This design comes from an exercise in tuning for small area, a short achievable clock period and few clock cycles on the open sky130 flow, not from production work.
Where RTL was checked, it was by simulation tests only, not by an equivalence proof against the original.
For runs 5 and 6, only the layout was checked, not whether the RTL still works.
Power figures rest on the tool's default switching activity, not on a simulated workload.

[flow/run.sh]
#!/bin/bash
# synth_recipe.tcl (not shown) runs the flow's synth.tcl, then flattens the netlist and writes it again
# the make line also repeats each setting of config.mk as NAME=value (left out here)
make -C /OpenROAD-flow-scripts/flow DESIGN_CONFIG=/design/flow/config.mk WORK_HOME=/design/flow/orfs CLKGATE_MAP_FILE= SYNTH_SCRIPT=/design/flow/synth_recipe.tcl finish
[flow/config.mk]
export PLATFORM = sky130hd
export DESIGN_NAME = gss_engine
export DESIGN_NICKNAME = gss_engine
export VERILOG_FILES = /design/flow/design.v
export SDC_FILE = /design/flow/constraint.sdc
export NUM_CORES = 4
export LEC_CHECK = 0
export ABC_CLOCK_PERIOD_IN_PS = 4000
export CAP_MARGIN = 20
export CORE_MARGIN = 2
export CORE_UTILIZATION = 40
export PLACE_DENSITY = 0.6
export SETUP_SLACK_MARGIN = 5
export SLEW_MARGIN = 20
[flow/constraint.sdc]
create_clock -name core_clock -period 10.0 [get_ports {clk}]
set_input_delay 2.0000 -clock core_clock [delete_from_list [all_inputs] [get_ports {clk}]]
set_output_delay 2.0000 -clock core_clock [all_outputs]
set_load 0.01 [all_outputs]
[flow/design.v]
module gss_engine (
    input  wire        clk,
    input  wire        rst,           
    input  wire        start,         
    input  wire [15:0] in_len,        
    output reg         busy,
    output reg         done,
    output reg         err,
    output reg         passthru,
    output reg         rstop,
    output wire [2:0]  err_code,
    output reg  [3:0]  err_info,
    output wire [15:0] err_pos,
    output wire [15:0] res_len,
    output reg  [7:0]  hdr_enc,
    output reg  [7:0]  hdr_pack,
    output reg  [31:0] hdr_usize,
    output reg  [15:0] in_addr,
    input  wire [7:0]  in_rdata,
    output wire [15:0] out_addr,
    output reg         out_we,
    output reg  [7:0]  out_wdata,
    input  wire [7:0]  out_rdata
);
    localparam [7:0] CH_D = 8'h44, CH_R = 8'h52, CH_H = 8'h48, CH_W = 8'h57;
    localparam [7:0] CH_B = 8'h42, CH_S = 8'h53;
    localparam [3:0] I_HEADER = 4'd1, I_R_OPERAND = 4'd2, I_OUT_OVERRUN = 4'd6,
                     I_ODD_TAIL = 4'd11, I_OUT_CAP = 4'd12, I_PACK_W = 4'd14,
                     I_NOT_BUILT = 4'd15;
    localparam [3:0]
        S_IDLE  = 4'd0,
        S_HDR   = 4'd1,
        S_CTL   = 4'd2,
        S_CNT   = 4'd3,
        S_VAL   = 4'd4,
        S_FILL  = 4'd5,    
        S_COPY  = 4'd6,
        S_COPY1 = 4'd13,   
        S_RAW   = 4'd7,
        S_END   = 4'd8,    
        S_TPW   = 4'd9,    
        S_DRAIN = 4'd10,   
        S_ERR   = 4'd11,   
        S_DONE  = 4'd12;
    reg [3:0]  state;
    reg [15:0] room;        
    reg [15:0] pk_rem;      
    reg [11:0] cnt;         
    reg [1:0]  xop;         
    reg        fz;          
    reg        resv;        
    reg [15:0] wc;          
    reg        sflag;       
    reg [7:0]  r1, r2;
    reg [7:0]  tp;          
    reg        br;          
    reg        par;         
    reg        sf;          
    assign out_addr = {wc[15:1], wc[0] ^ sflag};
    assign err_pos  = pk_rem & {16{err}};
    assign res_len  = wc & {16{resv}};
    assign err_code = {err_info[3] & err_info[2] & err_info[1],
                       (err_info == 4'd1) | (err_info == 4'd2) | (err_info == 4'd6) | (err_info == 4'd11),
                       (err_info == 4'd6) | (err_info == 4'd11) | (err_info == 4'd12)};
    wire is_b = (hdr_enc == CH_B);
    wire is_w = (hdr_enc == CH_W);
    wire ws   = is_w | sflag;
    wire [5:0]  c6      = in_rdata[5:0];
    wire [11:0] cnt12   = {cnt[11:8], in_rdata};
    wire        room_nz = (room != 16'd0);
    wire        pk_nz   = (pk_rem != 16'd0);
    wire        pk_one  = (pk_rem == 16'd1);
    wire        room_one = (room == 16'd1);
    wire        cnt_one = (cnt == 12'd1);
    wire        cnt_z   = (cnt == 12'd0);
    wire        o_trunc = ({4'd0, cnt} > pk_rem);
    wire        o_over  = ({4'd0, cnt} > room);
    wire        hdr_dec4 = (state == S_HDR) ? (cnt[3:0] == 4'hF || cnt[3:0] <= 4'd1) :
                           ((state == S_ERR) && cnt[1:0] != 2'd0);
    wire [15:0] pk_dec   = pk_rem - (hdr_dec4 ? 16'd4 : 16'd1);
    reg         pv;         
    reg  [7:0]  px;         
    wire [7:0]  minu  = is_b ? r1 : r2;
    wire        bin   = is_w & par & br;
    wire [8:0]  diff  = {1'b0, minu} - {1'b0, px} - {8'd0, bin};
    always @(*) begin
        pv = 1'b0;
        px = 8'h00;
        case (state)
            S_VAL:   begin pv = ~o_over & ~cnt_z; px = in_rdata; end
            S_FILL:  begin pv = 1'b1; px = fz ? 8'h00 : r1; end
            S_COPY:  begin pv = 1'b1; px = in_rdata; end
            S_COPY1: begin pv = ~o_trunc & ~o_over; px = in_rdata; end
            S_RAW:   begin pv = room_nz; px = pk_nz ? in_rdata : 8'h00; end
            S_END:   begin pv = par & ws & room_nz; end
            default: ;
        endcase
    end
    task automatic finish;
        begin
            done  <= 1'b1;
            busy  <= 1'b0;
            state <= S_DONE;
        end
    endtask
    task automatic raise(input [3:0] info, input pos, input pos13);
        begin
            err      <= 1'b1;
            err_info <= info;
            if (pos) begin
                pk_rem   <= in_addr;
                cnt[1:0] <= pos13 ? 2'd0 : 2'd1;
                state    <= S_ERR;
            end else begin
                pk_rem   <= 16'd0;
                finish;
            end
        end
    endtask
    always @(posedge clk) begin
        if (rst) begin
            state     <= S_IDLE;
            busy      <= 1'b0;
            done      <= 1'b0;
            err       <= 1'b0;
            passthru  <= 1'b0;
            rstop     <= 1'b0;
            err_info  <= 4'd0;
            resv      <= 1'b0;
            hdr_enc   <= 8'd0;
            hdr_pack  <= 8'd0;
            hdr_usize <= 32'd0;
            out_we    <= 1'b0;
        end else begin
            out_we <= 1'b0;
            if (out_we) wc <= wc + 16'd1;
            if (pv) begin
                par <= ~par;
                sf  <= 1'b1;
                r1  <= px;
                r2  <= r1;
                out_we    <= 1'b1;
                out_wdata <= diff[7:0];
                if (!is_b && !ws) out_wdata <= px;
                if (is_w) br <= diff[8];
                if (sflag) begin
                    if (par) begin
                        tp <= tp - {7'd0, diff[8]};
                    end else begin
                        tp        <= diff[7:0];
                        out_wdata <= tp;
                        out_we    <= sf;
                    end
                end
            end
            case (state)
                S_IDLE, S_DONE: begin
                    if (start) begin
                        done      <= 1'b0;
                        busy      <= 1'b1;
                        err       <= 1'b0;
                        passthru  <= 1'b0;
                        rstop     <= 1'b0;
                        err_info  <= 4'd0;
                        resv      <= 1'b0;
                        hdr_enc   <= 8'd0;
                        hdr_pack  <= 8'd0;
                        hdr_usize <= 32'd0;
                        wc        <= in_len;
                        pk_rem    <= in_len;
                        in_addr   <= 16'd0;
                        cnt       <= 12'hFFF;
                        if (in_len < 16'd6) begin
                            passthru <= 1'b1;
                            resv     <= 1'b1;
                            finish;
                        end else begin
                            state    <= S_HDR;
                        end
                    end
                end
                S_HDR: begin
                    cnt[3:0] <= cnt[3:0] + 4'd1;
                    in_addr  <= (cnt[3:0] == 4'd8) ? 16'd12 : in_addr + 16'd1;
                    if (hdr_dec4) pk_rem <= pk_dec;
                    case (cnt[3:0])
                        4'd0: if (in_rdata != 8'h4C) begin passthru <= 1'b1; resv <= 1'b1; finish; end
                        4'd1: if (in_rdata != 8'h53) begin passthru <= 1'b1; resv <= 1'b1; finish; end
                        4'd2: if (in_rdata != 8'h44) begin passthru <= 1'b1; resv <= 1'b1; finish; end
                        4'd3: if (in_rdata != 8'h1A) begin passthru <= 1'b1; resv <= 1'b1; finish; end
                              else if (wc < 16'd12) raise(I_HEADER, 1'b0, 1'b0);
                        default: ;
                    endcase
                    if (cnt[3:0] >= 4'd4 && cnt[3:0] <= 4'd9) begin
                        hdr_usize <= {in_rdata, hdr_usize[31:8]};
                        hdr_pack  <= hdr_usize[7:0];
                        hdr_enc   <= hdr_pack;
                    end
                    if (cnt[3:0] == 4'd9) begin
                        room  <= hdr_usize[23:8];
                        wc    <= 16'd0;
                        sflag <= (hdr_pack == CH_S);
                        r1 <= 8'd0; r2 <= 8'd0; br <= 1'b0; par <= 1'b0; sf <= 1'b0;
                        if (hdr_usize[31:24] != 8'd0 || in_rdata != 8'd0)
                            raise(I_OUT_CAP, 1'b0, 1'b0);
                        else begin
                            case (hdr_usize[7:0])
                                CH_R:       state <= S_CTL;
                                CH_W:       raise(I_PACK_W, 1'b0, 1'b0);
                                CH_D, CH_H: raise(I_NOT_BUILT, 1'b0, 1'b0);
                                default:    state <= S_RAW;
                            endcase
                        end
                    end
                end
                S_CTL: begin
                    if (!room_nz || !pk_nz) begin
                        if ((par & ws) | (sflag & sf)) state <= S_END;
                        else begin resv <= 1'b1; finish; end
                    end else begin
                        pk_rem <= pk_dec;
                        casez (in_rdata)
                            8'b00??????: begin   
                                cnt <= {6'd0, c6};
                                fz  <= 1'b1;
                                if (c6 == 6'd0) in_addr <= in_addr + 16'd1;
                                else            state   <= S_FILL;
                            end
                            8'b01??????: begin   
                                cnt     <= {6'd0, c6};
                                in_addr <= in_addr + 16'd1;
                                if (c6 != 6'd0) state <= S_COPY1;
                            end
                            8'b10??????: begin   
                                cnt <= {6'd0, c6};
                                fz  <= 1'b0;
                                if (pk_one) raise(I_R_OPERAND, 1'b1, 1'b0);
                                else begin
                                    in_addr <= in_addr + 16'd1;
                                    state   <= S_VAL;
                                end
                            end
                            8'b1111????: begin   
                                rstop <= 1'b1;
                                resv  <= 1'b1;
                                wc    <= 16'd0;
                                finish;
                            end
                            default: begin       
                                cnt[11:8] <= in_rdata[3:0];
                                xop       <= in_rdata[5:4];
                                if (pk_one) raise(I_R_OPERAND, 1'b1, 1'b0);
                                else begin
                                    in_addr <= in_addr + 16'd1;
                                    state   <= S_CNT;
                                end
                            end
                        endcase
                    end
                end
                S_CNT: begin
                    pk_rem <= pk_dec;
                    cnt    <= cnt12;
                    case (xop)
                        2'd0: begin   
                            fz <= 1'b1;
                            if (cnt12 == 12'd0) begin
                                in_addr <= in_addr + 16'd1;
                                state   <= S_CTL;
                            end else begin
                                state   <= S_FILL;
                            end
                        end
                        2'd1: begin   
                            in_addr <= in_addr + 16'd1;
                            state   <= (cnt12 == 12'd0) ? S_CTL : S_COPY1;
                        end
                        default: begin   
                            fz <= 1'b0;
                            if (pk_one) raise(I_R_OPERAND, 1'b1, 1'b0);
                            else begin
                                in_addr <= in_addr + 16'd1;
                                state   <= S_VAL;
                            end
                        end
                    endcase
                end
                S_VAL: begin
                    pk_rem <= pk_dec;
                    if (o_over) raise(I_OUT_OVERRUN, 1'b1, 1'b0);
                    else if (cnt_z || cnt_one) begin
                        if (!cnt_z) room <= room - 16'd1;
                        in_addr <= in_addr + 16'd1;
                        state   <= S_CTL;
                    end else begin
                        room  <= room - 16'd1;
                        cnt   <= cnt - 12'd1;
                        state <= S_FILL;
                    end
                end
                S_FILL: begin
                    room <= room - 16'd1;
                    cnt  <= cnt - 12'd1;
                    if (cnt_one || room_one) begin
                        in_addr <= in_addr + 16'd1;
                        state   <= S_CTL;
                    end
                end
                S_COPY1: begin
                    if (o_trunc)     raise(I_R_OPERAND, 1'b1, 1'b1);
                    else if (o_over) raise(I_OUT_OVERRUN, 1'b1, 1'b1);
                    else begin
                        room    <= room - 16'd1;
                        pk_rem  <= pk_dec;
                        cnt     <= cnt - 12'd1;
                        in_addr <= in_addr + 16'd1;
                        state   <= cnt_one ? S_CTL : S_COPY;
                    end
                end
                S_COPY: begin
                    room    <= room - 16'd1;
                    pk_rem  <= pk_dec;
                    cnt     <= cnt - 12'd1;
                    in_addr <= in_addr + 16'd1;
                    if (cnt_one) state <= S_CTL;
                end
                S_RAW: begin
                    room    <= room - 16'd1;
                    if (pk_nz) pk_rem <= pk_dec;
                    in_addr <= in_addr + 16'd1;
                    if (!room_nz || room_one) state <= S_END;
                end
                S_END: begin
                    if (par & ws) begin
                        if (!room_nz) raise(I_ODD_TAIL, 1'b0, 1'b0);
                        else state <= sflag ? S_TPW : S_DRAIN;
                    end else if (sflag & sf) begin
                        out_we    <= 1'b1;
                        out_wdata <= tp;
                        state     <= S_DRAIN;
                    end else begin
                        resv <= 1'b1;
                        finish;
                    end
                end
                S_TPW: begin
                    out_we    <= 1'b1;
                    out_wdata <= tp;
                    state     <= S_DRAIN;
                end
                S_DRAIN: begin
                    resv <= 1'b1;
                    finish;
                end
                S_ERR: begin
                    pk_rem   <= pk_dec;
                    cnt[1:0] <= cnt[1:0] + 2'd1;
                    if (cnt[1:0] == 2'd3) finish;
                end
                default: state <= S_IDLE;
            endcase
        end
    end
endmodule
==> metrics list, run 1 <==
- Across the VDD grid, the largest voltage drop is roughly 110 uV.
- In the final layout, the share of cells above drive strength 1 is 7.71%.
- The worst path in the final design needs a cycle of roughly 4800 ps, including I/O delays and setup.
- Placer's final routability congestion estimate: between 1 and 1.5
- Worst hold margin: roughly 500 ps
- Summed over all cells, the static leakage comes to slightly below 6 nW.
* Data arrival at the endpoint of the critical path: 5030 ps
* Result of the run: complete, no violations
- Worst Tran Pin Value: about 990 ps
* Pin count of the biggest net entering global routing: between 60 and 70
* Sum of negative setup slack: 0 ps
* Worst Reg-to-Reg Cells: 20
- For this design, the slowest cell found on the critical path is or4_4.
* Crit path max fanout: 7
* Nets: ~1800
- Yosys cell types: 85
- Count leader, synth: nor2_1
- The clock network burns 15.3% of the power.
- Cell area power density: roughly 280 mW/mm^2
- The count of final hold-check violations is 0.
- Category of the worst setup path launch point: flop
- Final routed wirelength across all metal layers: 47300 um
- Summing over every cut layer, the via total after detailed routing is 12970.
* Required @ worst endpoint: 10200 ps
- The synthesized design contains between 150 and 200 register bits.
- Max-slew violation count: 0
* Main flop type after synthesis: edfxtp_1
- Vias per cell: about 6
* Dominant cells by area after synthesis: edfxtp_1, dfxtp_1, nor2_1
- TritonCTS created 17 clock buffers.
- Chip Width: 185 um
* WL/cell: 21.7 um
- The detailed router finished its first iteration with roughly 1100 violations.
* Overflow left after global routing: 0
* Post-detail-place hpwl: about 35000 um
- The commonest cells after synthesis are nor2_1, nand2_1, a21oi_1.
* First drt pass iteration count: 5
- Post-Syn Area per Cell: 8.14 sq um
- Clock insertion delay at the later pin of the skew report: ~460 ps
- For this run, the top clock speed supported by timing is 207 MHz.
- Number of fill cells: between 3000 and 4000
- Cells on Worst Hold Path: 2
- The number of antenna violations at the first check in global routing was 0.
* Switching power share of the total: 45.8%
* Die Footprint: ~0.034 sq mm
* CTS root buffer: clkbuf_16
- The largest single stage delay on the critical path is approximately 600 ps.
- Effective utilization at floorplan: about two fifths
* Post-synth EDFFs: between 100 and 150
- The critical path is of the reg -> reg type.
- Of all cell types, the one taking the most synthesized area is edfxtp_1.
- Relative slew slack: about a third
- After clock tree synthesis, the clock-pin slew on the worst setup and hold paths is roughly 80 ps.
* Gate count of the mapped netlist: around 1600
* Number of violations of the max-capacitance limit: 0
- The first global-routing pass estimated a little over 70000 um of wire.
- Category of the worst setup path capture point: flop
* Vias in the first global route: between 10000 and 15000
- Overall routing resource usage: ~28%
- # clock sinks: around 180
- Classification of the worst-slack hold path: reg -> reg
* Portion of synthesized cell area occupied by the leading cell type: 26.4%
- Fraction of synthesis flops using an asynchronous set or reset pin: 0%
- After layout, the worst path uses roughly 48% of the clock period.
- I/O Pins: 168
- Setup violations remaining at the end of the flow were counted as 0.
* DRC viols: 0
- Yosys warnings: 1
* Area growth from synthesis to layout: 21.1%
* Fraction of the yosys area taken by sequential cells: 36.1%
- Unrepaired setup endpoints after global routing: true
- Count of buffers inserted at the top-level ports: ~160
- Max Root-Sink Buffers: 2
- The die is roughly 180 um tall.
- After synthesis the cells add up to between 0.01 and 0.015 sq mm.
* Flop pwr share: approximately a third
- Residual antenna-violating net count after detailed routing: 0
- Htree depth: 4
- Power Internal: between 0.002 and 0.0025 W
* Net Sw Power: 0.00202 W
- The number of antenna diodes in the final layout is 0.
* TritonCTS clock tree: built
* Clock skew after layout: between 15 and 20 ps
- Syn_nets: 1693
- The floorplan has 66 rows.
* Combinational group share of total power: roughly 53%
* CTS hold repair buffers: 0
- Sequence of cells on the critical path: or4_4 -> nor4_4 -> o211ai_1 -> buf_4 -> buf_4 -> a22o_4 -> ha_1 -> inv_1 -> ha_4 -> a21oi_1 -> o21ai_1 -> a21o_1 -> a21oi_1 -> xor2_1 -> ha_2 -> and3_1 -> nand2_1 -> nor3_2 -> xnor2_1 -> o21ai_0
- The core region is 0.0324 sq mm.
## kinds of logic (layout without fill, tap and decap cells)
kind of cell             count (synthesis)  after routing  synth area share [%]
buffers and inverters                  168            301                  5.38
AO/OA/AOI/OAI                          424            424                  20.6
flip-flops                             178            178                  36.1
multiplexers                            28             28                  2.15
adder cells (fa/ha/maj)                 53             53                  5.19
XOR/XNOR                                72             72                  4.83
AND/OR/NAND/NOR                        682            682                  25.7
## worst max-delay path, delay by kind of cell (launching register included)
| family | cells | cell delay, ps |
|---|---|---|
| compound gates | 7 | 1050 |
| xor+xnor | 2 | 410 |
| flops | 1 | 530 |
| buf+inv | 3 | 470 |
| simple gates | 5 | 1380 |
| fa+ha+maj | 3 | 750 |
## sequential cells by signal, indices dropped and copies added, names as in the netlist, 2 cells and up
| signal | flops |
|---|---|
| cnt | 12 |
| in_addr | 16 |
| hdr_enc | 8 |
| out_wdata | 8 |
| r2 | 8 |
| r1 | 8 |
| err_info | 4 |
| wc | 16 |
| xop | 2 |
| hdr_pack | 8 |
| tp | 8 |
| room | 16 |
| hdr_usize | 32 |
| state | 4 |
| pk_rem | 16 |
## final cells by class
type	count	area (sq um)	area share, %
clock buffers	17	425	2.69
clock inverters	15	146	0.925
inverters	62	233	1.47
multi-input cells	1259	7810	49.4
flip-flops and latches	178	4710	29.8
well taps	442	553	3.50
repair buffers	207	1940	12.3
## layout by cell type, fill, tap and decap left out, types with 19 or more instances in the layout
cell               n
buf_4             47
inv_1             59
nor3_1            48
nor2_1           178
and2_1            43
ha_1              47
nor4_1            24
xnor2_1           46
mux2i_1           27
clkdlybuf4s50_1  151
and3_1            40
dfxtp_1           63
o21ai_0          106
edfxtp_1         115
xor2_1            26
a21oi_1          131
nand4_1           19
nand3_1           56
nand2_1          171
## final timing paths
| check | from | end | slack, ps |
|---|---|---|---|
| worst max register to register | pk_rem[4] | tp[7] | 5170 |
| worst max-delay path | pk_rem[4] | tp[7] | 5170 |
| worst min register to register | hdr_usize[6] | hdr_usize[6] | 490 |
| worst min-delay path | hdr_usize[6] | hdr_usize[6] | 490 |
## stage by stage
stage                     utilization [%]  power (W)  setup slack, ps  cells  instance area [sq um]
final                                48.9    0.00442             5170   2180                  15800
after global routing                 48.9    0.00472             4910   2180                  15800
after CTS                            48.3    0.00433             4940   2163                  15600
after detailed placement             46.3    0.00363             3940   2126                  15000
after global placement               46.2    0.00357             3920   2125                  15000
after floorplan                         -    0.00283             5030   1605                  13100
## routing by layer
layer	share of wire [%]	vias up	track usage, %
met4	2.8	0	9.56
met3	8.3	79	5.67
met5	0	-	0
met1	45	6201	37.9
li1	-	6123	-
met2	44	567	43.1
## what timing repair did
action                     CTS  global route
pin swaps                    4             7
setup buffers                5            17
gates resized for setup     19            23
setup endpoints to repair   20            11
## power groups by stage
stage | Clock [W] | Sequential [W] | Combinational [W]
global placement | 0 | 0.00141 | 0.00216
CTS | 0.000686 | 0.00140 | 0.00224
detailed placement | 0 | 0.00142 | 0.00222
finish | 0.000676 | 0.00141 | 0.00234
global route | 0.000710 | 0.00144 | 0.00257
floorplan | 0 | 0.00129 | 0.00154
Testbench counts, summed over its fixed seeds: cycles 133,435.
==> run 2, diff against run 1 <==
--- a/flow/config.mk
+++ b/flow/config.mk
@@ -5,10 +5,8 @@
 export SDC_FILE = /design/flow/constraint.sdc
 export NUM_CORES = 4
 export LEC_CHECK = 0
-export ABC_CLOCK_PERIOD_IN_PS = 4000
 export CAP_MARGIN = 20
 export CORE_MARGIN = 2
 export CORE_UTILIZATION = 40
 export PLACE_DENSITY = 0.6
-export SETUP_SLACK_MARGIN = 5
 export SLEW_MARGIN = 20
==> run 2 against run 1 <==
  * Wire length is 0.54% lower
  * Hold slack hardly changed
  * Largest power group unchanged
  * Area after synthesis stayed put
  * Clock power is 0.6% lower
  * Still clean on timing, DRC and antenna
  * Combinational power is 3% lower
  * Global-route usage is 0.10 points lower
  * First-iteration DRC count is 16% higher
  * Count of clock-buffer cells in the layout stayed put
  * Register-to-register slack worse by 690 ps
  * Flip-flop and latch count stayed put
  * Core utilization is 0.70 points lower
  * Clock skew is 3.2 ps lower
==> metrics list, run 2 <==
* Result of the run: complete, no violations
- Combined buffer and inverter count along the critical path: 3
* Effective utilization at floorplan: between 40% and 50%
- Number of violations of the max-capacitance limit: 0
- In this run, distinct cell masters in the synthesized netlist total 85.
* Number of logic stages on the critical path including buffering: 17
* Post-CTS setup buffers: 0
- Via total after detailed routing: 12978
- Routability-driven placement finished with a final weighted congestion of approximately 0.98.
- Max Root-Sink Buffers: 2
- The worst setup path is launched from an input pin.
- For flop-to-flop paths, the worst setup slack is roughly 4500 ps.
* Clock Power Share: between 15 and 20%
- In this run the power density over the cells is between 200 and 300 mW/mm^2.
- Initial detailed-routing violation count: roughly 1300
- Sequential cells were found to cover 36.1% of the synthesized design area.
- Switching power share of the total: a little under half
* Flip-flop and latch count after synthesis: approximately 180
- Clock buffers created by TritonCTS: 17
* Yosys warnings: 1
- For the pin with the worst max-slew slack, the measured transition is 980 ps.
* Number of antenna violations at the first check in global routing: 0
* Crit path max fanout: 11
* Max-slew violation count: 0
* Critical path type: in -> reg
* Die Footprint: ~0.034 sq mm
- The most critical setup path has its endpoint at tp[4].
* WL/cell: 21.8 um
- Static timing analysis puts the maximum clock frequency at ~180 MHz.
- Clock insertion delay at the later pin of the skew report: between 400 and 500 ps
- The floorplan step set the die height to between 150 and 200 um.
- I/O Pins: about 170
* Relative slew slack: about 34%
* Number of hold violations in the final report: 0
- From synthesis to final layout, the design area changed by 19.3%.
* Overflow left after global routing: 0
- Family with the most delay on the worst path: compound AO/OA/AOI/OAI gates
- Reg-to-reg startpoint: pk_rem[3]
* Clock transition time at the flip-flop clock pins of the worst setup and hold paths: 80 ps
* Count leader, synth: nor2_1
* Commonest cells in the synthesized netlist: nor2_1, nand2_1, a21oi_1
* Global-route wire length before repair: 71600 um
- The layout has about 3200 filler cells.
* Core footprint: 0.0324 sq mm
- Classification of the worst-slack hold path: reg -> reg
- Final setup fails: 0
- Input and output buffers added on the ports amount to 159.
- CTS hold repair buffers: 0
- By area the synthesized netlist is led by edfxtp_1, dfxtp_1, nor2_1.
* Number of placement rows: 66
- In the final layout, flip-flops and latches occupy about 0.0047 sq mm.
* DRC viols: 0
* Leak: between 5 and 6 nW
- The largest single stage delay on the critical path is 740 ps.
- Dividing the final minimum period by the clock period gives 57.1%.
* Data arrival at the endpoint of the critical path: around 5900 ps
- Post-detail-place hpwl: around 35000 um
* Main flop type after synthesis: edfxtp_1
* Power Internal: 0.00235 W
- Standard cell with the maximum stage delay on the critical path: clkdlybuf4s50_1
- Fraction of synthesis flops using an asynchronous set or reset pin: 0%
- First drt pass iteration count: 6
- Wires add up to 47100 um.
- STA classifies the critical path endpoint as a flop.
- Walking the worst path, the cells encountered are clkdlybuf4s50_1 -> a22oi_1 -> inv_1 -> ha_1 -> inv_1 -> ha_1 -> a21oi_1 -> o21ai_0 -> a21o_1 -> a21oi_1 -> xor2_1 -> ha_1 -> ha_1 -> nor3b_1 -> xnor2_1 -> nand2_1 -> o21ai_0.
- Chip Width: 185 um
* Unrepaired setup endpoints after global routing: false
* Flop pwr share: 32.4%
- # clock sinks: 178
* Register ranked first by flip-flop count: hdr_usize
- Syn Std Cell Area: 0.0131 sq mm
* Required @ worst endpoint: 10170 ps
- Of the cells placed in the final design, the portion with a size suffix greater than 1 is between 5 and 6%.
- Net Sw Power: 0.00200 W
- Portion of synthesized cell area occupied by the leading cell type: approximately a quarter
* TritonCTS clock tree: built
- Combinational logic burns around 52% of the power.
* Nets: about 1800
- The most critical setup path has its startpoint at in_rdata[3].
* Vias in the first global route: approximately 12000
* Gate count of the mapped netlist: between 1500 and 2000
- CTS root buffer: clkbuf_16
- The top cell types in the final layout, fill and taps aside, are nor2_1, nand2_1, clkdlybuf4s50_1.
- In this run, synthesis inferred between 100 and 150 flip-flops with an integrated enable.
* Final cell count without fillers: 2162
* Synth area leader: edfxtp_1
* Pin count of the biggest net entering global routing: 66
* Ant diodes: 0
- The register with the most flip-flops in the layout has 32 of them.
- The multi-input combinational cells in the finished layout cover a total of ~0.0077 sq mm.
- In this run, placement finished with an instance count of ~2100.
* Resized cells post-CTS: 0
- Most frequent standard cell in the layout excluding fill and tap cells: nor2_1
- The endpoint identified for the worst register-to-register timing path is tp[4].
* Highest ir drop seen on vdd: 113 uV
- Worst path most repeated cell: ha_1
* Residual antenna-violating net count after detailed routing: 0
* Worst Reg-to-Reg Cells: 19
- Clock skew after layout: about 15 ps
- Counting every net in the synthesized netlist gives between 1500 and 2000.
- Each instance of the synthesized netlist takes up on average about 8 sq um.
* Vias per cell: 6.00
* Overall routing resource usage: between 20% and 30%
- CTS built an H-tree with a depth of 4.
- The clock period could shrink to between 5000 and 6000 ps.
* Sum of negative setup slack: 0 ps
## run 2: cell counts after synthesis
No cell type changed its count.
## run 2: cells by family after synthesis
kind of cell,count (synthesis),synth area share [%]
and+or+nand+nor,682,25.7
buffers and inverters,168,5.38
xor gates and xnor gates,72,4.83
adders and majority gates,53,5.19
DFF,178,36.1
muxes,28,2.15
AOI/OAI and AO/OA,424,20.6
## run 2: final cells by class
| type | instances | area share, % |
|---|---|---|
| multi-input cells | 1259 | 49.3 |
| flip-flops and latches | 178 | 30.2 |
| repair buffers | 189 | 11.7 |
| well taps | 442 | 3.55 |
| clock buffers | 17 | 2.73 |
| inverters | 62 | 1.49 |
| clock inverters | 15 | 0.923 |
## run 2: tightest hold or removal path, stage by stage, from the launching register on
cell and delay (ps):
dfxtp_1 340, nand2_1 60, a21oi_1 50
## run 2: metrics by stage
step | total power (W) | utilization [%] | hold slack [ps] | cell area, sq um | setup slack (ps)
2_1_floorplan | 0.00283 | - | 481 | 13100 | 4750
3_3_place_gp | 0.00359 | 46.3 | 473 | 15000 | 3860
3_5_place_dp | 0.00365 | 46.4 | 472 | 15000 | 3880
4_1_cts | 0.00433 | 48.2 | 488 | 15600 | 4330
5_1_grt | 0.00463 | 48.2 | 524 | 15600 | 3990
6_report | 0.00435 | 48.2 | 488 | 15600 | 4290
## run 2: per-layer routing
layer	GRT usage, %	share of wire, %	routed length [um]
met1	38.5	44	20800
met5	0	0	0
met4	10.0	3.2	1510
met3	5.24	8.9	4170
met2	42.2	44	20600
## run 2: how the worst min path moves through the flow
stage,from,end,depth (start not counted)
floorplan,rstop,rstop,2
global placement,hdr_usize[7],hdr_usize[7],2
detailed placement,hdr_usize[5],hdr_usize[5],2
CTS,hdr_usize[5],hdr_usize[5],2
global route,hdr_usize[6],hdr_usize[6],2
finish,hdr_usize[5],hdr_usize[5],2
## run 2: power groups by stage
stage | clock network (W) | logic (W) | registers (W)
floorplan | 0 | 0.00154 | 0.00129
CTS | 0.000684 | 0.00224 | 0.00140
global route | 0.000713 | 0.00248 | 0.00144
detailed placement | 0 | 0.00223 | 0.00142
finish | 0.000672 | 0.00227 | 0.00141
global placement | 0 | 0.00218 | 0.00141
==> run 3, diff against run 2 <==
--- a/flow/design.v
+++ b/flow/design.v
@@ -51,6 +51,7 @@
     reg        resv;        
     reg [15:0] wc;          
     reg        sflag;       
+    reg        fb, fw;      
     reg [7:0]  r1, r2;
     reg [7:0]  tp;          
     reg        br;          
@@ -62,9 +63,9 @@
     assign err_code = {err_info[3] & err_info[2] & err_info[1],
                        (err_info == 4'd1) | (err_info == 4'd2) | (err_info == 4'd6) | (err_info == 4'd11),
                        (err_info == 4'd6) | (err_info == 4'd11) | (err_info == 4'd12)};
-    wire is_b = (hdr_enc == CH_B);
-    wire is_w = (hdr_enc == CH_W);
-    wire ws   = is_w | sflag;
+    wire is_b = fb;
+    wire is_w = fw;
+    wire ws   = fw | sflag;
     wire [5:0]  c6      = in_rdata[5:0];
     wire [11:0] cnt12   = {cnt[11:8], in_rdata};
     wire        room_nz = (room != 16'd0);
@@ -81,6 +82,7 @@
     reg         pv;         
     reg  [7:0]  px;         
     wire [7:0]  minu  = is_b ? r1 : r2;
+    wire [7:0]  tp_m1 = tp - 8'd1;
     wire        bin   = is_w & par & br;
     wire [8:0]  diff  = {1'b0, minu} - {1'b0, px} - {8'd0, bin};
     always @(*) begin
@@ -91,7 +93,7 @@
             S_FILL:  begin pv = 1'b1; px = fz ? 8'h00 : r1; end
             S_COPY:  begin pv = 1'b1; px = in_rdata; end
             S_COPY1: begin pv = ~o_trunc & ~o_over; px = in_rdata; end
-            S_RAW:   begin pv = room_nz; px = pk_nz ? in_rdata : 8'h00; end
+            S_RAW:   begin pv = room_nz; px = fz ? 8'h00 : in_rdata; end
             S_END:   begin pv = par & ws & room_nz; end
             default: ;
         endcase
@@ -145,7 +147,7 @@
                 if (is_w) br <= diff[8];
                 if (sflag) begin
                     if (par) begin
-                        tp <= tp - {7'd0, diff[8]};
+                        if (diff[8]) tp <= tp_m1;
                     end else begin
                         tp        <= diff[7:0];
                         out_wdata <= tp;
@@ -200,6 +202,9 @@
                         room  <= hdr_usize[23:8];
                         wc    <= 16'd0;
                         sflag <= (hdr_pack == CH_S);
+                        fb    <= (hdr_pack == CH_B);
+                        fw    <= (hdr_pack == CH_W);
+                        fz    <= ~pk_nz;
                         r1 <= 8'd0; r2 <= 8'd0; br <= 1'b0; par <= 1'b0; sf <= 1'b0;
                         if (hdr_usize[31:24] != 8'd0 || in_rdata != 8'd0)
                             raise(I_OUT_CAP, 1'b0, 1'b0);
@@ -327,6 +332,7 @@
                 S_RAW: begin
                     room    <= room - 16'd1;
                     if (pk_nz) pk_rem <= pk_dec;
+                    if (pk_one) fz <= 1'b1;
                     in_addr <= in_addr + 16'd1;
                     if (!room_nz || room_one) state <= S_END;
                 end
==> flow/flow/run.sh (new file) <==
#!/bin/bash
set -euo pipefail
bash standard.sh SETUP_SLACK_MARGIN=6.5 finish > standard_flow.log 2>&1
==> flow/standard.sh (new file) <==
#!/bin/bash
# synth_recipe.tcl (not shown) runs the flow's synth.tcl, then flattens the netlist and writes it again
# the make line also repeats each setting of config.mk as NAME=value (left out here)
make -C /OpenROAD-flow-scripts/flow DESIGN_CONFIG=/design/flow/config.mk WORK_HOME=/design/flow/orfs CLKGATE_MAP_FILE= SYNTH_SCRIPT=/design/flow/synth_recipe.tcl "${@:-finish}"
--- a/flow/config.mk
+++ b/flow/config.mk
@@ -9,4 +9,5 @@
 export CORE_MARGIN = 2
 export CORE_UTILIZATION = 40
 export PLACE_DENSITY = 0.6
+export SETUP_SLACK_MARGIN = 5
 export SLEW_MARGIN = 20
removed: flow/run.sh
==> run 3 against run 2 <==
  * Clock power is 2% higher
  * Non-clock buffer count is 151 higher
  * Count of clock-buffer cells in the layout rose by 3
  * Flip-flop and latch count rose by 2
  * Critical path depth shrank 5
  * Global-route usage is 2.7 points higher
  * Power increased by 19%
  * Hold slack got worse by 30 ps
  * First-iteration DRC count up 14%
  * Clock skew increased by 7.2 ps
  * Sequential power fell by 7%
  * Core utilization rose by 7.8 points
  * Critical path type unchanged
  * Largest cell class unchanged
==> metrics list, run 3 <==
* CP max stage delay: approximately 370 ps
- For this configuration, the core starts out at a cell density of about two fifths.
* Ratio of cells with drive above 1 in the final layout: 22.0%
- The number of slew-limit violations in the final report came to 0.
* Number of placement rows: 66
* Residual antenna-violating net count after detailed routing: 0
- Clock-pin slew was measured on the worst setup and hold paths at ~70 ps.
- Data on the critical path is required at its endpoint by 10220 ps.
- The congestion estimate from routability-driven global placement came to 0.960.
- Main flop type after synthesis: edfxtp_1
* Global-route wire length before repair: just under 80000 um
* CTS hold repair buffers: 0
- In this run the count of I/O pins placed on the die edge is roughly 170.
- Post-Syn Area per Cell: roughly 8 sq um
- The number of different library cells used by synthesis comes to between 80 and 90.
* Dominant cells by area after synthesis: edfxtp_1, dfxtp_1, a21oi_1
* Core footprint: ~0.033 sq mm
- Final setup fails: 0
* Number of fill cells: 2976
- The setup path with the least slack is of type in -> reg.
- The worst path uses 40.4% of the clock period.
- Of the synthesized area, sequential elements account for between 30% and 40%.
- TritonCTS built the clock tree.
- Worst Reg-to-Reg Cells: 15
- Buffers placed on the I/O ports in this run total about 160.
- The number of antenna violations at the first check in global routing is 0.
- Dividing the detail-routed wire length by the instance count gives ~23 um.
- In this run the worst hold path is classified as reg -> reg.
* Post-synth EDFFs: 117
- Post-detail-place hpwl: between 30000 and 40000 um
- Number of hold violations in the final report: 0
- Final cell count without fillers: around 2300
- Of all nets on the critical path, the largest fanout is 2.
* Clock skew after layout: approximately 22 ps
- The via count of the first global-routing pass was 13180.
- In the routed design, unresolved DRC markers number 0.
* # clock sinks: 180
* Startpoint of the most critical hold path: hdr_enc[6]
* Flip-flop and latch count after synthesis: 180
* Synth area leader: edfxtp_1
- The register with the most flip-flops in the layout has 32 of them.
- The worst setup path is launched from an input pin.
* Vias per cell: roughly 6.0
* Highest ir drop seen on vdd: between 100 and 150 uV
* Top library cells by usage in the layout, fill and taps aside: nand2_1, a21oi_1, buf_4
* Cells on Worst Hold Path: 2
- Htree depth: 4
- Chip Width: roughly 190 um
- Adding up every negative setup slack in the final design gives 0 ps.
* Result of the run: complete, no violations
- Clock insertion delay at the later pin of the skew report: around 470 ps
* Ant diodes: 0
- The setup check on the worst reg-to-reg path leaves a slack of 6080 ps.
- Fraction of synthesis flops using an asynchronous set or reset pin: 0%
* Category of the worst setup path capture point: flop
* Worst hold margin: approximately 460 ps
- First drt pass iteration count: 6
* Syn_nets: roughly 1700
- Count leader, synth: nand2_1
- Register ranked first by flip-flop count: hdr_usize
- Critical register-to-register path endpoint: tp[7]
- Via total after detailed routing: around 14000
- Overall routing resource usage: 30.2%
- Global routing finished with a remaining overflow of 0.
- After synthesis the cells add up to about 0.013 sq mm.
* Unrepaired setup endpoints after global routing: true
* Cell area power density: about 280 mW/mm^2
- The path with the worst hold slack has its endpoint at hdr_enc[6].
- For the worst setup path, the data arrival time is around 4300 ps.
* Minimum period implied by the final worst setup slack: roughly 4000 ps
* Yosys warnings: 1
* Die Ht: roughly 190 um
- For this design the static power due to leakage is 6.83 nW.
- Commonest cells in the synthesized netlist: nand2_1, a21oi_1, nor2_1
- Pin count of the biggest net entering global routing: 65
- Standard cell with the maximum stage delay on the critical path: fa_2
- In this run the clock root is driven by a clkbuf_16.
- Gate count of the mapped netlist: between 1500 and 2000
- The final layout contains routed wiring with a total length of 53200 um.
- Max Root-Sink Buffers: 2
- Based on the critical path, the design can be clocked at up to around 250 MHz.
* Die Footprint: 0.0345 sq mm
- In this run the critical register-to-register path is launched from state[3].
- Initial detailed-routing violation count: 1487
- In the final design database the tool counted just under 2000 nets.
- At the pin with the least slew margin, the transition time is approximately 1200 ps.
* Sequence of cells on the critical path: buf_12 -> a22o_4 -> fa_2 -> inv_4 -> ha_4 -> a21oi_4 -> o21bai_2 -> a2111oi_2 -> or3_1 -> xor2_2 -> o2111ai_2 -> o221a_2
* Area growth from synthesis to layout: 37.9%
- The library cell used most frequently in the layout, excluding fill and tap cells, is nand2_1.
- Relative slew slack: between 20% and 30%
- Portion of synthesized cell area occupied by the leading cell type: between 20% and 30%
* Clock buffers created by TritonCTS: 17
- Once placement completed, the tool counted placed cells totaling around 2100.
- The tool flagged a number of max-cap violations equal to 0.
-- run 3: changes by cell type in the layout (fill, tap and decap cells not counted), sizes merged, moves of 20 or more --
cell / before / now
a21oi: 133 / 153
and3: 40 / 18
buf: 31 / 190
clkdlybuf4s50: 158 / 103
dlygate4sd2: 0 / 31
nand2: 172 / 196
nand3: 56 / 87
nor2: 179 / 143
-- run 3: worst max path at each step --
stage | depth (start not counted) | end | slack (ps) | from
5_1_grt | 13 | tp[4] | 5870 | in_rdata[0]
3_5_place_dp | 12 | out_wdata[7] | 4400 | in_rdata[0]
6_report | 12 | out_wdata[7] | 5960 | in_rdata[0]
4_1_cts | 15 | tp[4] | 5860 | state[3]
3_3_place_gp | 13 | tp[4] | 4480 | in_rdata[0]
2_1_floorplan | 13 | tp[0] | 5580 | in_rdata[0]
-- run 3: layer usage --
layer | wire (um) | global-route usage, % | vias up
li1 | - | - | 6446
met1 | 21900 | 38.5 | 6687
met2 | 24100 | 47.7 | 738
met3 | 4640 | 6.79 | 149
met4 | 2620 | 15.7 | 0
met5 | 0 | 0 | -
-- run 3: what timing repair did --
action                     4_1_cts  5_1_grt
setup endpoints to repair      285      183
buffers inserted               102       61
gates cloned                     1        1
pin swaps                       61       50
gates resized for setup        240      110
-- run 3: cell type report --
type	count	area [sq um]	area share (%)
Clock buffer	20	447	2.45
Sequential cell	180	4800	26.4
Tap cell	442	553	3.03
Clock inverter	12	121	0.666
Multi-Input combinational cell	1265	8800	48.3
Timing Repair Buffer	340	3250	17.8
Inverter	63	251	1.38
-- run 3: critical path, delay by kind of cell --
kind	cells	cell delay (ps)
AOI/OAI and AO/OA	6	1080
xor gates and xnor gates	1	220
adders and majority gates	2	570
buffers and inverters	2	180
and+or+nand+nor	1	190
-- run 3: through the flow --
stage | power [W] | area (sq um) | util, % | setup WS (ps)
4_1_cts | 0.00478 | 17300 | 53.0 | 5860
6_report | 0.00516 | 18200 | 56.0 | 5960
2_1_floorplan | 0.00291 | 13400 | - | 5580
3_3_place_gp | 0.00363 | 15200 | 46.7 | 4480
5_1_grt | 0.00545 | 18200 | 56.0 | 5870
3_5_place_dp | 0.00367 | 15200 | 46.7 | 4400
-- run 3: cell families (layout without fill, tap and decap cells) --
group                    after synthesis  after routing  share of synthesized area (%)
XOR/XNOR                              69             69                           4.57
flip-flops                           180            180                           36.1
AO/OA/AOI/OAI                        462            462                           22.4
adder cells (fa/ha/maj)               52             52                           5.04
buffers and inverters                174            435                           5.61
AND/OR/NAND/NOR                      662            663                           24.8
multiplexers                          19             19                           1.46
-- run 3: where the power goes --
| part | internal, W | switching, W |
|---|---|---|
| clock | 0.000356 | 0.000327 |
| combinational | 0.00138 | 0.00178 |
| sequential | 0.00110 | 0.000204 |
Testbench counts of run 3, summed over its fixed seeds: cycles 133,435.
==> run 4, diff against run 3 <==
==> flow/run.sh (new file) <==
#!/bin/bash
# synth_recipe.tcl (not shown) runs the flow's synth.tcl, then flattens the netlist and writes it again
# the make line also repeats each setting of config.mk as NAME=value (left out here)
make -C /OpenROAD-flow-scripts/flow DESIGN_CONFIG=/design/flow/config.mk WORK_HOME=/design/flow/orfs CLKGATE_MAP_FILE= SYNTH_SCRIPT=/design/flow/synth_recipe.tcl finish
removed: flow/flow/run.sh
removed: flow/standard.sh
==> run 4 against run 3 <==
  * Critical path depth is the same
  * Die area is the same
  * Worst setup slack lost 810 ps
  * Cell area shrank 14%
  * Sequential share of layout area grew 3.9 points
  * First-iteration DRC count shrank 7.5%
  * Area after synthesis is the same
  * Fmax shrank 17%
  * Hold slack lost 2.1 ps
  * Via count shrank 6.0%
  * Final cell count shrank 6.6%
  * Synthesized cell count is the same
  * Largest cell class unchanged
==> metrics list, run 4 <==
* TritonCTS clock tree: built
* Final setup fails: 0
- The register with the most flip-flops in the final layout is hdr_usize.
* Yosys warnings: 1
- Of the cells placed in the final design, the portion with a size suffix greater than 1 is 6.31%.
* Top library cells by usage in the layout, fill and taps aside: nand2_1, clkdlybuf4s50_1, a21oi_1
- The worst hold path belongs to the class reg -> reg.
- Switching power share of the total: 46.0%
- Clock skew after layout: 14.4 ps
* Max Root-Sink Buffers: 2
* Post-Syn Area per Cell: around 8.2 sq um
- about 170 I/O pins were placed.
- CP max stage delay: around 840 ps
- After detailed routing, the average wire length per cell comes to between 20 and 25 um.
* Power Internal: around 0.0024 W
- The number of antenna violations at the first check in global routing was 0.
* Leak: approximately 5.4 nW
- Minimum period implied by the final worst setup slack: ~4900 ps
* # clock sinks: 180
- Synth area leader: edfxtp_1
- Residual antenna-violating net count after detailed routing: 0
- Most frequent standard cell in the layout excluding fill and tap cells: nand2_1
- The congestion estimate from routability-driven global placement came to 0.995.
- At the pin with the least slew margin, the transition time is around 1100 ps.
- The cell area that synthesis handed to floorplanning was roughly 0.013 sq mm.
* Max-slew violation count: 0
- From left edge to right edge, the die measures 186 um.
* Die Footprint: ~0.035 sq mm
* Flip-flop and latch count after synthesis: 180
- Counting every net in the synthesized netlist gives 1705.
* Max FFs per register: 32
- The via count of the first global-routing pass came to 12516.
- Across all layers, the routed design uses around 13000 vias.
- Summed over all layers, the global routing overflow is 0.
- The repair_antennas step left the layout with diodes totalling 0.
- Buffers inserted during clock tree synthesis total 17.
- Count of buffers inserted at the top-level ports: approximately 160
* Overall routing resource usage: roughly 28%
- The critical path is of the in -> reg type.
- Highest ir drop seen on vdd: between 100 and 150 uV
* Combinational group share of total power: between 50% and 60%
* Category of the worst setup path launch point: input pin
* Category of the worst setup path capture point: flop
* Portion of synthesized cell area occupied by the leading cell type: 26.6%
- Tcrit/Tclk final: between 40% and 50%
* Clock transition time at the flip-flop clock pins of the worst setup and hold paths: ~80 ps
- In this run, synthesis inferred ~120 flip-flops with an integrated enable.
* Initial detailed-routing violation count: between 1000 and 1500
- The run finished with no timing, DRC or antenna violations.
* Post-detail-place hpwl: ~36000 um
- Headroom to the max-slew limit came out at between 20% and 30%.
- Number of fill cells: around 3300
- Entering global routing, the biggest net connects 62 pins.
- Crit path max fanout: 9
* Htree depth: 4
- Effective utilization at floorplan: 40.6%
* Core footprint: between 0.03 and 0.04 sq mm
- Final Power: 0.00438 W
- Number of violations of the max-capacitance limit: 0
* Data arrival at the endpoint of the critical path: around 5100 ps
* Nets: between 1500 and 2000
* Number of placement rows: 66
- Global-route wire length before repair: between 70000 and 80000 um
- Highest clock rate: between 200 and 250 MHz
* DRC viols: 0
- Unrepaired setup endpoints after global routing: false
- Yosys cell types: 83
- Summing the sequential cell areas from Yosys gives a little over a third of the chip area.
- CTS placed an instance of clkbuf_16 at the clock tree root.
- First drt pass iteration count: 6
- Sum of negative setup slack: 0 ps
* Combined buffer and inverter count along the critical path: 3
- After detailed routing, the number of vias per cell comes to between 6 and 7.
* Flop pwr share: between 30% and 40%
* Count leader, synth: nand2_1
- Ranked by total cell area, the synthesized netlist is headed by edfxtp_1, dfxtp_1, a21oi_1.
- Power spread over the standard cell area amounts to 278 mW/mm^2.
* Standard cell with the maximum stage delay on the critical path: clkdlybuf4s50_1
- Data on the critical path is required at its endpoint by 10220 ps.
* Sequence of cells on the critical path: clkdlybuf4s50_1 -> a22o_1 -> ha_1 -> inv_1 -> ha_1 -> inv_1 -> o21bai_1 -> a2111oi_2 -> or3_1 -> xor2_1 -> o2111ai_1 -> o221a_2
- Clock insertion delay at the later pin of the skew report: roughly 460 ps
- In the synthesized netlist the async set-or-reset flop fraction comes to 0%.
* Family with the most delay on the worst path: compound AO/OA/AOI/OAI gates
- Final routed wirelength across all metal layers: a little under 50000 um
* Clock Power Share: 15.9%
- Number of hold violations in the final report: 0
- Compared with the post-synthesis result, the final layout area differs by 19.3%.
- Ranked by instance count, the synthesized netlist is headed by nand2_1, a21oi_1, nor2_1.
- Counting every instance in the synthesized netlist gives about 1600.
- Main flop type after synthesis: edfxtp_1
* Die Ht: 186 um
- Net Sw Power: 0.00202 W
-- run 4: cell types whose count changed in the layout (fill, tap and decap cells not counted), sizes merged, moves of 3 or more --
cell           change
buf              -160
clkdlybuf4s50     +53
dlygate4sd2       -30
dlymetal6s2s      -13
clkinvlp           -3
inv                +3
-- run 4: layout make-up --
type / count / area, sq um / area share (%)
multi-input cells: 1264 / 7790 / 49.5
flip-flops and latches: 180 / 4770 / 30.3
repair buffers: 188 / 1810 / 11.5
well taps: 442 / 553 / 3.51
clock buffers: 20 / 468 / 2.97
inverters: 63 / 240 / 1.52
clock inverters: 12 / 118 / 0.746
-- run 4: final timing paths --
| path | from | cells after the start | end | slack (ps) |
|---|---|---|---|---|
| max | in_rdata[2] | 12 | out_wdata[7] | 5150 |
| min | hdr_enc[7] | 2 | hdr_enc[7] | 460 |
| max reg2reg | cnt[0] | 15 | pk_rem[15] | 5250 |
| min reg2reg | hdr_enc[7] | 2 | hdr_enc[7] | 460 |
-- run 4: routing by layer --
layer  share of wire (%)  track usage, %  vias up
met5                   0               0        -
met4                 3.8            11.9        0
met3                 8.7            6.20      103
met2                  44            44.2      637
met1                  44            38.0     6315
li1                    -               -     6125
-- run 4: worst min-delay path: cells and delay by family (launching register included) --
kind	cells	cell delay, ps
and+or+nand+nor	1	50
AOI/OAI and AO/OA	1	50
DFF	1	310
-- run 4: what timing repair did --
item,CTS,global route
pin swaps,0,1
resized for setup,6,13
gates cloned,0,0
setup endpoints to repair,15,20
setup buffers,0,1
hold buffers,0,0
-- run 4: power groups by stage --
stage                     logic [W]  registers (W)  clock network, W
after global routing        0.00249        0.00145          0.000735
after floorplan             0.00155        0.00131                 0
after detailed placement    0.00220        0.00142                 0
final                       0.00227        0.00142          0.000696
after CTS                   0.00221        0.00141          0.000706
after global placement      0.00218        0.00142                 0
-- run 4: logic make-up (layout without fill, tap and decap cells) --
logic type	after synthesis	in the layout	share of synthesized area, %
AOI/OAI and AO/OA	462	462	22.4
buffers and inverters	174	283	5.61
DFF	180	180	36.1
adders and majority gates	52	52	5.04
muxes	19	19	1.46
and+or+nand+nor	662	662	24.8
xor gates and xnor gates	69	69	4.57
-- run 4: metrics by stage --
step           instances  utilization, %  cell area, sq um  worst slack [ps]  hold WS (ps)
2_1_floorplan       1618               -             13200              5110           476
3_3_place_gp        2136            46.4             15100              4090           440
3_5_place_dp        2136            46.4             15100              4040           444
4_1_cts             2168            48.2             15700              5020           461
5_1_grt             2169            48.4             15800              5000           476
6_report            2169            48.4             15800              5150           456
==> run 5, diff against run 4 <==
--- a/flow/design.v
+++ b/flow/design.v
@@ -38,7 +38,7 @@
         S_COPY1 = 4'd13,   
         S_RAW   = 4'd7,
         S_END   = 4'd8,    
-        S_TPW   = 4'd9,    
+        S_TL    = 4'd9,    
         S_DRAIN = 4'd10,   
         S_ERR   = 4'd11,   
         S_DONE  = 4'd12;
@@ -55,6 +55,8 @@
     reg [7:0]  r1, r2;
     reg [7:0]  tp;          
     reg        br;          
+    reg        pv_d;        
+    reg [7:0]  px_d;        
     reg        par;         
     reg        sf;          
     assign out_addr = {wc[15:1], wc[0] ^ sflag};
@@ -84,25 +86,27 @@
     wire [7:0]  minu  = is_b ? r1 : r2;
     wire [7:0]  tp_m1 = tp - 8'd1;
     wire        bin   = is_w & par & br;
-    wire [8:0]  diff  = {1'b0, minu} - {1'b0, px} - {8'd0, bin};
+    wire [8:0]  diff  = {1'b0, minu} - {1'b0, px_d} - {8'd0, bin};
+    wire [7:0]  tp_b  = br ? tp_m1 : tp;
     always @(*) begin
         pv = 1'b0;
         px = 8'h00;
         case (state)
             S_VAL:   begin pv = ~o_over & ~cnt_z; px = in_rdata; end
-            S_FILL:  begin pv = 1'b1; px = fz ? 8'h00 : r1; end
+            S_FILL:  begin pv = 1'b1; px = fz ? 8'h00 : px_d; end
             S_COPY:  begin pv = 1'b1; px = in_rdata; end
             S_COPY1: begin pv = ~o_trunc & ~o_over; px = in_rdata; end
             S_RAW:   begin pv = room_nz; px = fz ? 8'h00 : in_rdata; end
-            S_END:   begin pv = par & ws & room_nz; end
+            S_END:   begin pv = ~pv_d & par & ws & room_nz; end
             default: ;
         endcase
     end
     task automatic finish;
         begin
-            done  <= 1'b1;
-            busy  <= 1'b0;
-            state <= S_DONE;
+            done   <= 1'b1;
+            busy   <= 1'b0;
+            out_we <= 1'b0;
+            state  <= S_DONE;
         end
     endtask
     task automatic raise(input [3:0] info, input pos, input pos13);
@@ -136,23 +140,21 @@
         end else begin
             out_we <= 1'b0;
             if (out_we) wc <= wc + 16'd1;
-            if (pv) begin
+            pv_d <= pv;
+            if (pv) px_d <= px;
+            if (pv_d) begin
                 par <= ~par;
                 sf  <= 1'b1;
-                r1  <= px;
+                r1  <= px_d;
                 r2  <= r1;
+                br  <= diff[8];
                 out_we    <= 1'b1;
                 out_wdata <= diff[7:0];
-                if (!is_b && !ws) out_wdata <= px;
-                if (is_w) br <= diff[8];
-                if (sflag) begin
-                    if (par) begin
-                        if (diff[8]) tp <= tp_m1;
-                    end else begin
-                        tp        <= diff[7:0];
-                        out_wdata <= tp;
-                        out_we    <= sf;
-                    end
+                if (!is_b && !ws) out_wdata <= px_d;
+                if (sflag && !par) begin
+                    tp        <= diff[7:0];
+                    out_wdata <= tp_b;
+                    out_we    <= sf;
                 end
             end
             case (state)
@@ -206,6 +208,7 @@
                         fw    <= (hdr_pack == CH_W);
                         fz    <= ~pk_nz;
                         r1 <= 8'd0; r2 <= 8'd0; br <= 1'b0; par <= 1'b0; sf <= 1'b0;
+                        tp <= 8'd0;
                         if (hdr_usize[31:24] != 8'd0 || in_rdata != 8'd0)
                             raise(I_OUT_CAP, 1'b0, 1'b0);
                         else begin
@@ -220,8 +223,7 @@
                 end
                 S_CTL: begin
                     if (!room_nz || !pk_nz) begin
-                        if ((par & ws) | (sflag & sf)) state <= S_END;
-                        else begin resv <= 1'b1; finish; end
+                        state <= S_END;
                     end else begin
                         pk_rem <= pk_dec;
                         casez (in_rdata)
@@ -337,22 +339,31 @@
                     if (!room_nz || room_one) state <= S_END;
                 end
                 S_END: begin
-                    if (par & ws) begin
-                        if (!room_nz) raise(I_ODD_TAIL, 1'b0, 1'b0);
-                        else state <= sflag ? S_TPW : S_DRAIN;
-                    end else if (sflag & sf) begin
-                        out_we    <= 1'b1;
-                        out_wdata <= tp;
-                        state     <= S_DRAIN;
-                    end else begin
-                        resv <= 1'b1;
-                        finish;
+                    if (!pv_d) begin
+                        if (par & ws) begin
+                            if (!room_nz) raise(I_ODD_TAIL, 1'b0, 1'b0);
+                            else state <= S_TL;
+                        end else if (sflag & sf) begin
+                            out_we    <= 1'b1;
+                            out_wdata <= tp_b;
+                            state     <= S_DRAIN;
+                        end else begin
+                            resv <= 1'b1;
+                            finish;
+                        end
                     end
                 end
-                S_TPW: begin
-                    out_we    <= 1'b1;
-                    out_wdata <= tp;
-                    state     <= S_DRAIN;
+                S_TL: begin
+                    if (!pv_d) begin
+                        if (sflag) begin
+                            out_we    <= 1'b1;
+                            out_wdata <= tp_b;
+                            state     <= S_DRAIN;
+                        end else begin
+                            resv <= 1'b1;
+                            finish;
+                        end
+                    end
                 end
                 S_DRAIN: begin
                     resv <= 1'b1;
==> flow/flow/run.sh (new file) <==
#!/bin/bash
# Standard ORFS layout (standard.sh) with two changes in how it is made:
# the port buffers are buf_1 cells, and repair_timing aims for a setup margin
# of MARGIN ns. Clock period and constraints are unchanged.
set -euo pipefail
MARGIN=5
bash standard.sh "BUFFER_PORTS_ARGS=-buffer_cell sky130_fd_sc_hd__buf_1" "SETUP_SLACK_MARGIN=$MARGIN" finish > standard_flow.log 2>&1
==> flow/standard.sh (new file) <==
#!/bin/bash
# synth_recipe.tcl (not shown) runs the flow's synth.tcl, then flattens the netlist and writes it again
# the make line also repeats each setting of config.mk as NAME=value (left out here)
make -C /OpenROAD-flow-scripts/flow DESIGN_CONFIG=/design/flow/config.mk WORK_HOME=/design/flow/orfs CLKGATE_MAP_FILE= SYNTH_SCRIPT=/design/flow/synth_recipe.tcl "${@:-finish}"
removed: flow/run.sh
==> run 5 against run 4 <==
  * Area after synthesis down 0.30%
  * Highest routed layer unchanged
  * Fmax up 1.5%
  * Flip-flop and latch count up 9
  * Power down 8.5%
  * Combinational power down 15%
==> metrics list, run 5 <==
- Entering global routing, the biggest net connects 56 pins.
* Effective utilization at floorplan: 40.6%
- Syn_nets: ~1700
* DRC viols: 0
- Highest ir drop seen on vdd: between 100 and 150 uV
- Setup slack on the critical path of the routed design comes to approximately 5200 ps.
- After floorplanning, the core was sized to cover 0.0325 sq mm.
* Clock insertion delay at the later pin of the skew report: 460 ps
- The startpoint identified for the worst hold timing path is hdr_enc[6].
- WL/cell: roughly 22 um
- The register with the most flip-flops in the layout has 32 of them.
* Area after detailed placement: 0.0141 sq mm
- For this run, the number of Yosys warnings is 1.
* Cell area power density: 273 mW/mm^2
- Routability-driven placement finished with a final weighted congestion of between 0.9 and 1.
- The clock passes through at most 2 buffers.
* Overall routing resource usage: between 20 and 30%
- After synthesis, flip-flops and latches occupy between 30% and 40% of the total area.
- The routed design could run at a clock period as short as about 4800 ps.
* CTS hold repair buffers: 0
- Chip Width: between 150 and 200 um
- Top library cells by usage in the layout, fill and taps aside: nand2_1, buf_1, edfxtp_1
- By instance count, the cell type seen most on the critical path is nor2_1.
- Final setup fails: 0
- The number of clock buffers added by TritonCTS is 17.
- For this run, the detailed router's first-pass iteration total came to 5.
* Worst Tran Pin Value: around 1100 ps
- Once layout is done, the placed cells without fillers occupy approximately 0.015 sq mm.
- The final critical path takes up 47.8% of the cycle.
- Category of the worst setup path launch point: input pin
- Residual antenna-violating net count after detailed routing: 0
- Along the worst path, the maximum fanout reaches 9.
- Synth area leader: edfxtp_1
* Area growth from synthesis to layout: 11.3%
- The synthesized design contains about 130 enable-type register cells.
- Register ranked first by flip-flop count: hdr_usize
* Yosys cell types: 93
- At the end of the flow, the number of nets in the layout was ~1800.
- Post-detail-place hpwl: 33500 um
- Max-slew violation count: 0
* Result of the run: complete, no violations
- Final cell utilization of the core: between 40% and 50%
* Initial detailed-routing violation count: 1519
- The largest single stage delay on the critical path is about 660 ps.
- Post-CTS setup buffers: 0
* CTS root buffer: clkbuf_16
* Flip-flop and latch count after synthesis: ~190
- Portion of synthesized cell area occupied by the leading cell type: between 20% and 30%
* Vias per cell: ~6.1
* Data arrival at the endpoint of the critical path: 4990 ps
- Post-Place Setup Slack: 4900 ps
- Wires add up to around 46000 um.
- Sum of negative setup slack: 0 ps
- The clock net in this run drives a total of ~190 sinks.
- Among all stages on the critical path, the largest delay is contributed by nor2_1.
* Unrepaired setup endpoints after global routing: false
- Across the routed clock network, the largest skew measured is ~15 ps.
- Category of the worst setup path capture point: flop
- After floorplanning, the core was divided into 66 placement rows.
- Max-cap violations in this run came to 0.
- Clock-pin slew was measured on the worst setup and hold paths at roughly 80 ps.
- In this run the worst setup path begins at in_rdata[3].
* I/O Pins: between 150 and 200
* Required @ worst endpoint: about 10000 ps
* Overflow left after global routing: 0
- Ratio of cells with drive above 1 in the final layout: under 10%
- Count of buffers inserted at the top-level ports: around 160
- Most frequent standard cell in the layout excluding fill and tap cells: nand2_1
* Sequence of cells on the critical path: buf_1 -> nor4b_2 -> nand4_1 -> nor2_1 -> nor2_1 -> nand2b_4 -> o211a_1 -> nor2_1 -> o32a_1
- The commonest cells after synthesis are nand2_1, edfxtp_1, nor2_1.
- Ant diodes: 0
- In this run, post-CTS repair resized a total of 0 instances.
- The number of antenna violations at the first check in global routing came to 0.
- The startpoint identified for the worst register-to-register timing path is cnt[0].
* Critical path type: in -> reg
* Syn Std Cell Area: 0.0132 sq mm
- Gate count of the mapped netlist: between 1500 and 2000
- Dominant cells by area after synthesis: edfxtp_1, dfxtp_1, nand2_1
* Global-route wire length before repair: 71100 um
* Highest clock rate: roughly 210 MHz
- The via count of the first global-routing pass came to around 12000.
- Classification of the worst-slack hold path: reg -> reg
- The die covers 0.0344 sq mm.
* Via total after detailed routing: around 13000
- The count of final hold-check violations was 0.
* TritonCTS clock tree: built
- Post-Syn Area per Cell: between 8 and 9 sq um
* Htree depth: 4
* Fraction of synthesis flops using an asynchronous set or reset pin: 0%
* Count leader, synth: nand2_1
- Among all flip-flop cells after synthesis, the most frequent one is edfxtp_1.
- The analysis attributes to cell leakage a power of roughly 5 nW.
- From bottom edge to top edge, the die measures 185 um.
* Relative slew slack: 27.4%
==> run 5: report_power, final <==
part	total [W]	switching [W]	internal, W
logic	0.00194	0.00126	0.000679
registers	0.00139	0.000279	0.00111
clock network	0.000680	0.000326	0.000354
==> run 5: layout make-up <==
type | count | area (sq um)
flip-flops and latches | 189 | 5040
inverters | 59 | 225
well taps | 442 | 553
clock inverters | 11 | 111
fillers | 3262 | 17800
multi-input cells | 1218 | 7490
clock buffers | 21 | 450
repair buffers | 185 | 793
==> run 5: worst paths after layout <==
kind / slack [ps] / cells past startpoint / endpoint
setup / recovery: 5220 / 9 / pk_rem[15]
hold / removal: 460 / 2 / hdr_enc[6]
setup reg to reg: 5560 / 14 / pk_rem[14]
hold reg to reg: 460 / 2 / hdr_enc[6]
==> run 5: layer usage <==
metal / routed length, um / track usage, % / part of all wire (%)
met1: 20500 / 37.7 / 44
met2: 20100 / 40.3 / 43
met3: 4320 / 6.14 / 9.3
met4: 1530 / 10.8 / 3.3
met5: 0 / 0 / 0
==> run 5: through the flow <==
step | power (W) | cells | hold slack, ps
2_1_floorplan | 0.00270 | 1567 | 476
3_3_place_gp | 0.00327 | 2093 | 439
3_5_place_dp | 0.00330 | 2093 | 448
4_1_cts | 0.00398 | 2125 | 460
5_1_grt | 0.00427 | 2125 | 499
6_report | 0.00401 | 2125 | 458
==> run 5: kinds of logic (layout without fill, tap and decap cells) <==
kind of cell | after synthesis | count (layout) | synth area share, %
xor+xnor | 69 | 69 | 4.59
buf+inv | 160 | 276 | 5.19
mux | 26 | 26 | 1.99
simple gates | 641 | 641 | 24.2
fa+ha+maj | 50 | 50 | 4.86
compound gates | 432 | 432 | 20.9
flops | 189 | 189 | 38.3
==> run 5: worst max-delay path: cells and delay by family <==
family / cells / cell delay (ps)
and+or+nand+nor: 6 / 1860
AOI/OAI and AO/OA: 2 / 700
buffers and inverters: 1 / 420
==> run 6, diff against run 5 <==
--- a/flow/flow/run.sh
+++ b/flow/flow/run.sh
@@ -3,5 +3,5 @@
 # the port buffers are buf_1 cells, and repair_timing aims for a setup margin
 # of MARGIN ns. Clock period and constraints are unchanged.
 set -euo pipefail
-MARGIN=5
+MARGIN=6.5
 bash standard.sh "BUFFER_PORTS_ARGS=-buffer_cell sky130_fd_sc_hd__buf_1" "SETUP_SLACK_MARGIN=$MARGIN" finish > standard_flow.log 2>&1
==> run 6 against run 5 <==
  * Sequential share of layout area decreased by 2.5 points
  * Critical path depth increased by 1
  * Critical path type unchanged
  * Register-to-register slack better by 610 ps
  * Wire length up 2.1%
  * Cell area increased by 8.1%
  * Clock skew barely moved
  * Hold slack lost 3.0 ps
  * Power up 6.9%
  * First-iteration DRC count rose by 3.8%
  * Flip-flop and latch count unchanged
  * Non-clock buffer count is 59 higher
  * Critical endpoint is now pk_rem[6]
==> metrics list, run 6 <==
* Post-detail-place hpwl: between 30000 and 40000 um
- Worst hold margin: around 460 ps
- The worst setup path is captured at a flop.
* Number of hold violations in the final report: 0
- Die Footprint: approximately 0.034 sq mm
- The number of different library cells used by synthesis comes to between 90 and 100.
- Dominant cells by area after synthesis: edfxtp_1, dfxtp_1, nand2_1
* Worst Reg-to-Reg Cells: 14
* Vias in the first global route: ~12000
- Critical path type: in -> reg
- Measured against its own limit, the worst slew margin works out to 40.5%.
- Gate count of the mapped netlist: 1567
- Clock insertion delay at the later pin of the skew report: roughly 450 ps
- Area used by multi-input combinational logic: approximately 0.0080 sq mm
- For this run, design rule violations remaining after detail routing come to 0.
- Post-synth EDFFs: between 100 and 150
- Ratio of cells with drive above 1 in the final layout: 13.0%
- The synthesized design devotes to its leading area cell type around 29% of total area.
* Minimum period implied by the final worst setup slack: a little under 4000 ps
* Vias per cell: 6.04
- Tcrit/Tclk final: about two fifths
- Clock buffers created by TritonCTS: 17
- Fraction of synthesized cell area in xor and xnor cells: 4.59%
- The detailed router finished its first iteration with 1576 violations.
- The finished layout holds 2184 standard cells, fillers aside.
- Once the floorplan was initialized, standard cells occupied 40.6% of the core.
- Minimum setup slack among reg-to-reg paths: approximately 6200 ps
- In the final layout, flip-flops and latches occupy 0.00506 sq mm.
* DR WL met3: approximately 4500 um
* Result of the run: complete, no violations
- First drt pass iteration count: 6
- Setup violations remaining at the end of the flow were counted as 0.
- Placer's final routability congestion estimate: approximately 1
* Cell area power density: between 200 and 300 mW/mm^2
- Combinational family with the most area after synthesis: simple AND/OR/NAND/NOR gates
- Commonest cells in the synthesized netlist: nand2_1, edfxtp_1, nor2_1
* Most frequent standard cell in the layout excluding fill and tap cells: nand2_1
- Area after detailed placement: 0.0142 sq mm
- Sequential cells were found to cover 38.3% of the synthesized design area.
- Clock tree synthesis selected as its root buffer the cell clkbuf_16.
- 0 antenna diodes ended up in the layout.
- Sum of negative setup slack: 0 ps
- The number of nets in the synthesized netlist is between 1500 and 2000.
- Adder and majority cell fraction of the synthesized area: around 5%
- After synthesis the cells add up to ~0.013 sq mm.
- Synth Area in Compound Gates: a little over a fifth
- For this run, the number of Yosys warnings is 1.
- Final routed wirelength across all metal layers: 47400 um
- Unrepaired setup endpoints after global routing: true
[run 6: routing by layer]
layer / up-vias / global-route usage [%]
li1: 6123 / -
met1: 6216 / 38.4
met4: 0 / 9.33
met3: 119 / 5.85
met5: - / 0
met2: 727 / 40.1
[run 6: layout make-up]
class,instances,share of cell area [%]
clock inverter,11,0.513
timing repair buffer,244,9.55
multi-input combinational,1218,50.1
sequential,189,31.9
tap,442,3.49
clock buffer,21,2.98
inverter,59,1.44
[run 6: where the power goes]
part           switching, W  internal (W)  total (W)  leakage, nW
Sequential         0.000275       0.00111    0.00139         1.70
Combinational       0.00137      0.000860    0.00223         3.50
Clock              0.000326      0.000343   0.000670        0.277
[run 6: final timing paths]
| check | end | startpoint |
|---|---|---|
| worst max register to register | pk_rem[14] | cnt[0] |
| worst min register to register | hdr_enc[4] | hdr_enc[4] |
| worst min-delay path | hdr_enc[4] | hdr_enc[4] |
| worst max-delay path | pk_rem[6] | in_rdata[0] |
[run 6: worst max-delay path, cell delays in order]
cell	delay, ps
buf_12	110
nor4_4	280
nor3b_4	320
nand4_1	180
buf_4	190
o21a_4	250
nor3_4	290
o41ai_1	100
or3_1	320
o21ai_1	130
[run 6: stage by stage]
stage	power [W]	util (%)	setup WS [ps]
3_5_place_dp	0.00333	43.9	4990
6_report	0.00429	48.9	6120
2_1_floorplan	0.00274	-	5790
5_1_grt	0.00454	48.9	6100
3_3_place_gp	0.00330	43.9	5050
4_1_cts	0.00414	47.3	6170
[run 6: cells by family after synthesis]
group,Yosys count
mux,26
buf+inv,160
compound gates,432
fa+ha+maj,50
xor+xnor,69
simple gates,641
flops,189
[run 6: what timing repair did]
| action | 4_1_cts | 5_1_grt |
|---|---|---|
| endpoints found under the setup margin | 174 | 128 |
| gates resized for setup | 60 | 67 |
| pin swaps | 23 | 37 |
| buffers inserted | 36 | 23 |
| gates cloned | 1 | 1 |

Setup slack of run 6, layout unchanged: 6.125 ns with ideal ports, 6.123 ns with driving cells assumed (clock clkbuf_16, inputs buf_2), 5.625 ns with port delays also shifted by the 0.498 ns mid clock arrival.
